This is an optimization exercise on Yosys and OpenROAD, whose aim is small area, not a production implementation.
The RTL was checked by simulation tests, not by an equivalence proof against the original design.
Power figures rest on the tool's default switching activity, not on a simulated workload.

`flow/design.v`:
```
module mp_rx_fifo #(
  parameter integer DEPTH     = 32,   
  parameter integer AW        = 5,    
  parameter integer FRAME_LEN = 10
) (
  input  wire                    clk,
  input  wire                    rst,
  input  wire                    push,         
  input  wire [7:0]              push_data,
  input  wire                    pop,          
  output wire [8*FRAME_LEN-1:0]  head_bytes,
  output wire [AW:0]             count,
  output wire                    overflow      
);
  reg [7:0]  mem [0:DEPTH-1];
  reg [AW-1:0] wr_ptr;
  reg [AW-1:0] rd_ptr;
  reg [AW:0]   count_q;
  wire full    = (count_q == DEPTH);
  wire do_push = push && !full;
  assign overflow = push && full;
  assign count    = count_q;
  always @(posedge clk) begin
    if (do_push)
      mem[wr_ptr] <= push_data;
  end
  always @(posedge clk) begin
    if (rst) begin
      wr_ptr  <= {AW{1'b0}};
      rd_ptr  <= {AW{1'b0}};
      count_q <= {(AW+1){1'b0}};
    end else begin
      if (do_push)
        wr_ptr <= wr_ptr + 1'b1;
      if (pop)
        rd_ptr <= rd_ptr + FRAME_LEN[AW-1:0];
      count_q <= count_q + {{AW{1'b0}}, do_push} - (pop ? FRAME_LEN[AW:0] : {(AW+1){1'b0}});
    end
  end
  genvar k;
  generate
    for (k = 0; k < FRAME_LEN; k = k + 1) begin : g_head
      wire [AW-1:0] idx = rd_ptr + k[AW-1:0];
      assign head_bytes[8*k+7:8*k] = mem[idx];
    end
  endgenerate
endmodule
module miniplant_bridge #(
  parameter [15:0]  ANALOG_BASE    = 16'd0,
  parameter [15:0]  INFLAG_BASE    = 16'd0,
  parameter [15:0]  OUTFLAG_BASE   = 16'd8,
  parameter [15:0]  OUTFLAG2_BASE  = 16'd16,
  parameter [15:0]  OVERRIDE_COIL  = 16'd100,
  parameter [15:0]  ACT_BASE       = 16'd8,
  parameter integer ACT_COUNT      = 14,    
  parameter integer RX_DEPTH       = 32,    
  parameter integer RX_AW          = 5,
  parameter integer BACKOFF_CYCLES = 16     
) (
  input  wire         clk,
  input  wire         rst,
  input  wire         rx_valid,
  input  wire [7:0]   rx_data,
  output wire         tx_valid,
  output wire [7:0]   tx_data,
  input  wire         tx_ready,
  input  wire         ser_link_ok,
  input  wire         plc_link_ok,
  output wire         plc_req_valid,
  input  wire         plc_req_ready,
  output reg  [7:0]   plc_req_fc,
  output reg  [15:0]  plc_req_addr,
  output reg  [4:0]   plc_req_cnt,
  output reg  [79:0]  plc_req_wdata,
  input  wire         plc_rsp_valid,
  input  wire         plc_rsp_ok,
  input  wire [1:0]   plc_rsp_cause,
  input  wire [15:0]  plc_rsp_rdata,
  input  wire         shutdown_req,
  input  wire [63:0]  wallclock,
  output wire         pst_valid,
  output wire [151:0] pst_data,
  output wire         log_valid,
  output wire [31:0]  log_word,
  output wire         ser_close,
  output wire         plc_close,
  output wire [3:0]   fsm_state,
  output wire         rx_overflow_o
);
  localparam [3:0] S_INIT         = 4'h0,
                   S_AWAIT        = 4'h1,
                   S_DECODE       = 4'h2,
                   S_WR_ANALOG    = 4'h3,
                   S_RD_OVERRIDE  = 4'h4,
                   S_WR_INFLAGS   = 4'h5,
                   S_WR_OUTFLAGS  = 4'h6,
                   S_WR_OUTFLAGS2 = 4'h7,
                   S_RD_ACTUATORS = 4'h8,
                   S_SEND_REPLY   = 4'h9,
                   S_PERSIST      = 4'hA,
                   S_BACKOFF      = 4'hB,
                   S_TEARDOWN     = 4'hC,
                   S_HALTED       = 4'hD,
                   S_FAILED       = 4'hE;
  localparam [3:0] L_BAD_START   = 4'h2,
                   L_CHECKSUM    = 4'h3,
                   L_GATEWAY     = 4'h4,
                   L_STARTUP     = 4'h5;
  localparam [7:0] FC_WRITE_REGS  = 8'h10,
                   FC_WRITE_COILS = 8'h0F,
                   FC_READ_COILS  = 8'h01;
  localparam [15:0] ACT_MASK = (ACT_COUNT >= 16) ? 16'hFFFF
                                                 : ((16'd1 << ACT_COUNT) - 16'd1);
  reg [3:0]  st;
  reg        pend;           
  reg        shutdown;       
  reg        rx_overflow;    
  reg [79:0] frm;            
  reg [7:0]  level1, level2, tds, flow, pressure;
  reg [7:0]  inF, outF;
  reg [5:0]  outF2;
  reg        ovr;            
  reg [15:0] act;            
  reg [23:0] txb;            
  reg [1:0]  txn;
  reg [1:0]  txi;
  reg [4:0]  backoff_cnt;
  reg          pst_valid_q;
  reg [151:0]  pst_data_q;
  reg          log_valid_q;
  reg [31:0]   log_word_q;
  wire        link_open = (st != S_HALTED) && (st != S_FAILED);
  wire        rx_push   = rx_valid && link_open;
  wire        rx_pop;
  wire [79:0] rx_head;
  wire [RX_AW:0] rx_count;
  wire        rx_ovf_evt;
  mp_rx_fifo #(
    .DEPTH     (RX_DEPTH),
    .AW        (RX_AW),
    .FRAME_LEN (10)
  ) u_rxq (
    .clk        (clk),
    .rst        (rst),
    .push       (rx_push),
    .push_data  (rx_data),
    .pop        (rx_pop),
    .head_bytes (rx_head),
    .count      (rx_count),
    .overflow   (rx_ovf_evt)
  );
  wire frame_ready = (rx_count >= 10);
  assign rx_pop = (st == S_AWAIT) && !shutdown && frame_ready;
  wire [7:0] fold = frm[7:0]   ^ frm[15:8]  ^ frm[23:16] ^ frm[31:24] ^ frm[39:32] ^
                    frm[47:40] ^ frm[55:48] ^ frm[63:56] ^ frm[71:64];
  wire       start_ok = (frm[7:0] == 8'hAA);
  wire       csum_ok  = (fold == frm[79:72]);
  wire is_plc_state = (st == S_WR_ANALOG)   || (st == S_RD_OVERRIDE)  ||
                      (st == S_WR_INFLAGS)  || (st == S_WR_OUTFLAGS)  ||
                      (st == S_WR_OUTFLAGS2)|| (st == S_RD_ACTUATORS);
  assign plc_req_valid = is_plc_state && !pend && !rst;
  wire req_fire = plc_req_valid && plc_req_ready;
  wire rsp_fire = is_plc_state && pend && plc_rsp_valid;
  reg [3:0] cur_op;   
  always @(*) begin
    plc_req_fc    = 8'h00;
    plc_req_addr  = 16'h0000;
    plc_req_cnt   = 5'd0;
    plc_req_wdata = 80'd0;
    cur_op        = 4'hF;
    case (st)
      S_WR_ANALOG: begin
        plc_req_fc    = FC_WRITE_REGS;
        plc_req_addr  = ANALOG_BASE;
        plc_req_cnt   = 5'd5;
        plc_req_wdata = {8'h00, pressure, 8'h00, flow, 8'h00, tds,
                         8'h00, level2, 8'h00, level1};
        cur_op        = 4'd0;
      end
      S_RD_OVERRIDE: begin
        plc_req_fc    = FC_READ_COILS;
        plc_req_addr  = OVERRIDE_COIL;
        plc_req_cnt   = 5'd1;
        cur_op        = 4'd4;
      end
      S_WR_INFLAGS: begin
        plc_req_fc    = FC_WRITE_COILS;
        plc_req_addr  = INFLAG_BASE;
        plc_req_cnt   = 5'd8;
        plc_req_wdata = {72'd0, inF};
        cur_op        = 4'd1;
      end
      S_WR_OUTFLAGS: begin
        plc_req_fc    = FC_WRITE_COILS;
        plc_req_addr  = OUTFLAG_BASE;
        plc_req_cnt   = 5'd8;
        plc_req_wdata = {72'd0, outF};
        cur_op        = 4'd2;
      end
      S_WR_OUTFLAGS2: begin
        plc_req_fc    = FC_WRITE_COILS;
        plc_req_addr  = OUTFLAG2_BASE;
        plc_req_cnt   = 5'd6;
        plc_req_wdata = {74'd0, outF2};
        cur_op        = 4'd3;
      end
      S_RD_ACTUATORS: begin
        plc_req_fc    = FC_READ_COILS;
        plc_req_addr  = ACT_BASE;
        plc_req_cnt   = ACT_COUNT[4:0];
        cur_op        = 4'd5;
      end
      default: ;
    endcase
  end
  reg [7:0] tx_byte;
  always @(*) begin
    case (txi)
      2'd0:    tx_byte = txb[7:0];
      2'd1:    tx_byte = txb[15:8];
      default: tx_byte = txb[23:16];
    endcase
  end
  assign tx_valid = (st == S_SEND_REPLY) && (txi != txn) && !rst;
  assign tx_data  = tx_byte;
  wire   tx_fire  = tx_valid && tx_ready;
  assign ser_close     = (st == S_TEARDOWN) && !rst;
  assign plc_close     = (st == S_TEARDOWN) && !rst;
  assign fsm_state     = st;
  assign rx_overflow_o = rx_overflow;
  assign pst_valid     = pst_valid_q && !rst;
  assign pst_data      = pst_data_q;
  assign log_valid     = log_valid_q && !rst;
  assign log_word      = log_word_q;
  wire [7:0]   applied0 = ovr ? act[7:0]  : outF;
  wire [7:0]   applied1 = ovr ? act[15:8] : {2'b00, outF2};
  wire [151:0] record   = {wallclock, applied1, applied0, {7'd0, ovr},
                           {2'b00, outF2}, outF, inF,
                           pressure, flow, tds, level2, level1};
  always @(posedge clk) begin
    if (rst) begin
      st          <= S_INIT;
      pend        <= 1'b0;
      shutdown    <= 1'b0;
      rx_overflow <= 1'b0;
      txn         <= 2'd0;
      txi         <= 2'd0;
      backoff_cnt <= 5'd0;
      pst_valid_q <= 1'b0;
      log_valid_q <= 1'b0;
    end else begin
      pst_valid_q <= 1'b0;
      log_valid_q <= 1'b0;
      if (shutdown_req)
        shutdown <= 1'b1;
      if (rx_ovf_evt)
        rx_overflow <= 1'b1;
      if (req_fire)
        pend <= 1'b1;
      case (st)
        S_INIT: begin
          if (ser_link_ok && plc_link_ok) begin
            txn <= 2'd0;
            txi <= 2'd0;
            st  <= S_AWAIT;
          end else begin
            log_valid_q <= 1'b1;
            log_word_q  <= {8'h00, 6'd0, !plc_link_ok, !ser_link_ok,
                            6'd0, 2'd0, 4'hF, L_STARTUP};
            st          <= S_FAILED;
          end
        end
        S_AWAIT: begin
          if (shutdown) begin
            st <= S_TEARDOWN;
          end else if (frame_ready) begin
            frm <= rx_head;
            st  <= S_DECODE;
          end
        end
        S_DECODE: begin
          if (!start_ok) begin
            log_valid_q <= 1'b1;
            log_word_q  <= {8'h00, frm[7:0], 6'd0, 2'd0, 4'hF, L_BAD_START};
            txn         <= 2'd0;
            txi         <= 2'd0;
            st          <= S_AWAIT;
          end else if (!csum_ok) begin
            log_valid_q <= 1'b1;
            log_word_q  <= {frm[79:72], fold, 6'd0, 2'd0, 4'hF, L_CHECKSUM};
            txn         <= 2'd0;
            txi         <= 2'd0;
            st          <= S_AWAIT;
          end else begin
            level1   <= frm[15:8];
            level2   <= frm[23:16];
            tds      <= frm[31:24];
            flow     <= frm[39:32];
            pressure <= frm[47:40];
            inF      <= frm[55:48];
            outF     <= frm[63:56];
            outF2    <= frm[69:64];
            st       <= S_WR_ANALOG;
          end
        end
        S_WR_ANALOG, S_RD_OVERRIDE, S_WR_INFLAGS,
        S_WR_OUTFLAGS, S_WR_OUTFLAGS2, S_RD_ACTUATORS: begin
          if (rsp_fire) begin
            pend <= 1'b0;
            if (!plc_rsp_ok) begin
              log_valid_q <= 1'b1;
              log_word_q  <= {8'h00, 8'h00, 6'd0, plc_rsp_cause, cur_op, L_GATEWAY};
              backoff_cnt <= 5'd0;
              st          <= S_BACKOFF;
            end else begin
              case (st)
                S_WR_ANALOG:    st <= S_RD_OVERRIDE;
                S_RD_OVERRIDE: begin
                  ovr <= plc_rsp_rdata[0];
                  st  <= plc_rsp_rdata[0] ? S_RD_ACTUATORS : S_WR_INFLAGS;
                end
                S_WR_INFLAGS:   st <= S_WR_OUTFLAGS;
                S_WR_OUTFLAGS:  st <= S_WR_OUTFLAGS2;
                S_WR_OUTFLAGS2: begin
                  txb[7:0] <= 8'hFF;             
                  txn      <= 2'd1;
                  txi      <= 2'd0;
                  st       <= S_SEND_REPLY;
                end
                default: begin                   
                  act <= plc_rsp_rdata & ACT_MASK;
                  txb <= {plc_rsp_rdata[15:8] & ACT_MASK[15:8],
                          plc_rsp_rdata[7:0]  & ACT_MASK[7:0],
                          8'hBB};                
                  txn <= 2'd3;
                  txi <= 2'd0;
                  st  <= S_SEND_REPLY;
                end
              endcase
            end
          end
        end
        S_SEND_REPLY: begin
          if (txi == txn)
            st <= S_PERSIST;
          else if (tx_fire)
            txi <= txi + 2'd1;
        end
        S_PERSIST: begin
          pst_valid_q <= 1'b1;
          pst_data_q  <= record;
          txn         <= 2'd0;
          txi         <= 2'd0;
          st          <= S_AWAIT;
        end
        S_BACKOFF: begin
          if (backoff_cnt == BACKOFF_CYCLES - 1) begin
            txn <= 2'd0;
            txi <= 2'd0;
            st  <= S_AWAIT;
          end else begin
            backoff_cnt <= backoff_cnt + 5'd1;
          end
        end
        S_TEARDOWN: st <= S_HALTED;
        default: ;   
      endcase
    end
  end
endmodule
```
`flow/run.sh`:
```
#!/bin/bash
# synth_recipe.tcl (not shown) runs the flow's synth.tcl, then flattens the netlist and writes it again
# the make line also repeats each setting of config.mk as NAME=value (left out here)
make -C /OpenROAD-flow-scripts/flow DESIGN_CONFIG=/design/flow/config.mk WORK_HOME=/design/flow/orfs CLKGATE_MAP_FILE= SYNTH_SCRIPT=/design/flow/synth_recipe.tcl finish
```
`flow/config.mk`:
```
export PLATFORM = sky130hd
export DESIGN_NAME = miniplant_bridge
export DESIGN_NICKNAME = miniplant_bridge
export VERILOG_FILES = /design/flow/design.v
export SDC_FILE = /design/flow/constraint.sdc
export NUM_CORES = 4
export LEC_CHECK = 0
export CAP_MARGIN = 20
export CORE_MARGIN = 2
export CORE_UTILIZATION = 40
export SLEW_MARGIN = 20
```
`flow/constraint.sdc`:
```
create_clock -name core_clock -period 6.0 [get_ports {clk}]
set_input_delay 1.2000 -clock core_clock [delete_from_list [all_inputs] [get_ports {clk}]]
set_output_delay 1.2000 -clock core_clock [all_outputs]
set_load 0.01 [all_outputs]
```
==> reports/qor.csv <==
stage,metric,value,unit
synthesis,count of cell types in the netlist,69,
timing,Rel. slew slack,22.7,%
timing,Fmax,212,MHz
synthesis,"FFs w/ async S/R, synth",0,%
synthesis,syn_area_per_cell,17.4,µm²
drt,First-pass DRT Iterations,5,
global_route,vias in the first global route,17188,
final_layout,design area,0.0369,mm²
status,status,"complete, no violations",
timing,setup_tns,0,ps
drt,DR iter-0 viols,1722,
clock_tree,Root Buffer,clkbuf_16,
worst_hold_path,Hold Path Depth,0,
critical_path,Worst Reg-to-Reg Cells,5,
worst_hold_path,hold crit path type,flop to flop,
power,clock share of power,35.6,%
floorplanning,Top-Level Pins,412,
critical_path,critical setup path kind,flop to output port,
critical_path,CP startpoint kind,flop,
placement,gpl congestion,0.908,
critical_path,FF-to-FF End,frm[25],
floorplanning,die area,0.0778,mm²
clock_tree,post-CTS setup buffer count,0,
synthesis,post-synthesis cell area,0.0302,mm²
worst_hold_path,Hold Startpoint,level2[7],
clock_tree,clock buffer depth,3,
critical_path,Crit Path Max Fanout,42,
synthesis,register area share after synthesis,59.8,%
drt,DR vias/cell,5.72,
floorplanning,Initial Utilization,40.5,%
final_layout,Nets,2208,
timing,Final Max Slew Viols,0,
critical_path,Worst Setup End Kind,output port,
power,PwrDens,322,mW/mm²
timing,RSZ-0062 raised after global routing,no,
timing,Worst Tran Pin Value,1150,ps
synthesis,Yosys reg bits,613,
final_layout,layout cells sized above 1,24.9,%
floorplanning,row cnt,100,
floorplanning,Core ar.,0.0747,mm²
power,Max rail drop VDD,189,µV
power,Seq pwr share,43.2,%
synthesis,number of synthesized flops with an enable pin,580,
timing,Final Critical Period,4710,ps
power,Comb pwr share,21.2,%
clock_tree,Resized cells post-CTS,0,
synthesis,Ys Warns,2,
critical_path,reg2reg start,u_rxq.rd_ptr[1],
clock_tree,Worst-path clk slew,60,ps
clock_tree,clock latency (worst-skew pair),620,ps
power,Leak,11.6,nW
power,sw power,3.25,mW
critical_path,arrival time at the worst endpoint,3510,ps
timing,final setup vio count,0,
drt,DR DRC count,0,
placement,Post-DP Area,0.0346,mm²
placement,number of I/O port buffers,336,
placement,hpwl dp,59100,µm
floorplanning,Vert. Die Dim,279,µm
final_layout,Area growth syn-to-layout,21.9,%
drt,DR WL/cell,27.1,µm
drt,Final ANT Viol Nets,0,
global_route,GR Overflow Total,0,
floorplanning,Die X,279,µm
clock_tree,CTS H-tree lvls,3,
global_route,Total Routing Usage GR,21.3,%
clock_tree,Num CTS Buffers,70,
flow_run,Max-Cap Viols,0,
clock_tree,hold_buf cts,0,
clock_tree,CTS tree,done,
worst_hold_path,Hold Path End,pst_data_q[15],
power,Pint,8.62,mW
timing,Final Skew,18.8,ps
critical_path,Reg2Reg Setup Slack,2190,ps
power,switch share,27.4,%
global_route,first-pass GRT wire length,120000,µm
drt,vias post-DR,17771,
drt,Routed WL,84300,µm
critical_path,Required @ worst endpoint,4800,ps
timing,"Hold Vio Cnt, Final",0,
synthesis,predominant post-synthesis flop cell,edfxtp_1,
clock_tree,CTS sink count,613,
synthesis,synthesized instance count,1735,
global_route,antenna violations before repair,8,
global_route,largest net degree at the start of global routing,126,
timing,fin crit share,78.5,%
[flip-flops by register name, indices dropped and copies added, names as in the netlist, 4 cells and up]
name	cells
act	14
backoff_cnt	5
flow	8
frm	80
inF	8
level1	8
level2	8
log_word_q	25
outF	8
outF2	6
pressure	8
pst_data_q	141
st	4
tds	8
u_rxq.count_q	6
u_rxq.mem	256
u_rxq.rd_ptr	4
u_rxq.wr_ptr	5
[routing by layer]
layer	share of wire [%]	GRT usage (%)	wire (µm)	vias up
met5	0.015	0	13	-
met4	2.8	7.04	2340	2
met3	8.5	4.44	7200	117
met2	50	35.8	42000	919
met1	39	27.7	32700	9157
li1	-	-	-	7576
[synthesized netlist by cell type (6+ instances only)]
master | number | area, µm²
o21ai_0 | 37 | 185
edfxtp_1 | 580 | 17400
nor3_1 | 13 | 65.1
mux2_2 | 30 | 338
xnor2_1 | 61 | 534
nand2_1 | 60 | 225
nor2b_1 | 14 | 87.6
buf_2 | 24 | 120
mux2i_1 | 35 | 350
a22oi_1 | 14 | 105
buf_1 | 28 | 105
xor2_1 | 19 | 166
mux4_2 | 304 | 6850
nand3_1 | 9 | 45.0
ha_1 | 22 | 275
a21oi_1 | 45 | 225
and2_1 | 44 | 275
dfxtp_1 | 33 | 661
clkbuf_1 | 52 | 195
inv_1 | 21 | 78.8
nor2_1 | 104 | 390
nand2b_1 | 8 | 50.1
nand4_1 | 6 | 37.5
or3_1 | 6 | 37.5
xnor3_1 | 6 | 135
buf_4 | 79 | 593
[power by group through the flow]
| stage | registers [mW] | clock network [mW] | logic [mW] |
|---|---|---|---|
| 6_report | 5.13 | 4.23 | 2.52 |
| 5_1_grt | 5.16 | 4.50 | 2.71 |
| 4_1_cts | 5.14 | 4.33 | 2.53 |
| 3_5_place_dp | 5.22 | 0 | 2.52 |
| 3_3_place_gp | 5.22 | 0 | 2.50 |
| 2_1_floorplan | 5.19 | 0 | 1.60 |
[per-stage QoR]
stage               setup slack (ps)  util (%)  hold slack [ps]  cells  power, mW
floorplan                        213         -              417   1807       6.79
global placement                1920      46.4              428   2983       7.72
detailed placement              1890      46.4              427   2983       7.74
CTS                             1270      49.4              440   3107       12.0
global route                    1100      49.4              461   3107       12.4
finish                          1290      49.4              438   3109       11.9
[layout by cell type (no fill, tap or decap), types with 7 or more instances in the layout]
cell / netlist / routed
clkdlybuf4s50_1: 0 / 331
xnor2_1: 61 / 58
mux4_2: 304 / 304
inv_1: 21 / 21
mux2i_1: 35 / 35
nor2b_1: 14 / 14
dfxtp_1: 33 / 29
nor3_1: 13 / 13
o21ai_0: 37 / 37
clkinv_2: 1 / 11
mux2_2: 30 / 30
and2_1: 44 / 44
ha_1: 22 / 21
a22oi_1: 14 / 14
nand3_1: 9 / 9
a21oi_1: 45 / 45
conb_1: 1 / 73
clkbuf_16: 0 / 70
buf_4: 79 / 50
bufinv_16: 0 / 7
nor2_1: 104 / 98
clkbuf_1: 52 / 12
clkinv_1: 0 / 11
xor2_1: 19 / 17
nand2_1: 60 / 60
nand2b_1: 8 / 8
edfxtp_1: 580 / 580
[critical path: stages, from the launching register on]
cell	delay, ps
dfxtp_1	730
nand2b_1	300
nor2_4	810
a222oi_1	290
inv_1	170
clkdlybuf4s50_1	580
[layout make-up]
cell class / instances / area [µm²]
Antenna cell: 2 / 5.00
Clock buffer: 82 / 1800
Clock inverter: 42 / 448
Fill cell: 6177 / 37800
Inverter: 24 / 91.3
Multi-Input combinational cell: 987 / 11400
Sequential cell: 613 / 18100
Tap cell: 969 / 1210
Timing Repair Buffer: 390 / 3790
[logic make-up (layout without fill, tap and decap cells)]
kind of cell,count (synthesis),after routing,synth area share [%]
AOI/OAI and AO/OA,135,135,2.82
xor gates and xnor gates,91,91,3.06
adders and majority gates,22,22,0.910
buffers and inverters,207,538,3.65
DFF,613,613,59.8
muxes,369,369,24.9
other,1,75,0.0124
and+or+nand+nor,297,297,4.87
[worst max path at each step]
stage / slack [ps] / startpoint / cells past startpoint / to
floorplan: 210 / rst / 4 / pst_data_q[0]
global placement: 1920 / rst / 5 / ser_close
detailed placement: 1890 / rst / 5 / ser_close
CTS: 1270 / st[1] / 5 / plc_req_wdata[7]
global route: 1100 / st[1] / 5 / plc_req_wdata[7]
finish: 1290 / st[1] / 5 / plc_req_wdata[7]

port drivers added, routing unchanged:
The results above use ideal ports. As a check the final layout listed here was re-extracted and re-timed, cells and wires unchanged.
Step 1 assumes that a clkbuf_16 drives the clock port and a buf_2 every other input.
Step 2 adds t to the input delays and takes it off the output delays; t is the mean of the earliest and latest rising clock arrival at the registers after step 1. Input paths then give back, and output paths get back, about the clock's delay inside the block.
Three values: no drivers, after step 1, after step 2; two values: the first two.
t, ns: 0.675
setup WS [ns]: 1.287 / 1.223 / 1.806
clock arrival spread, ns: 0.020 / 0.019
worst slew at a driven data input, ns: 0.10
cell pins on the clock port's net: 1
After both steps this run still meets setup and hold. The setup slack of this run moves by -0.064 ns with the drivers and by +0.519 ns with both steps.
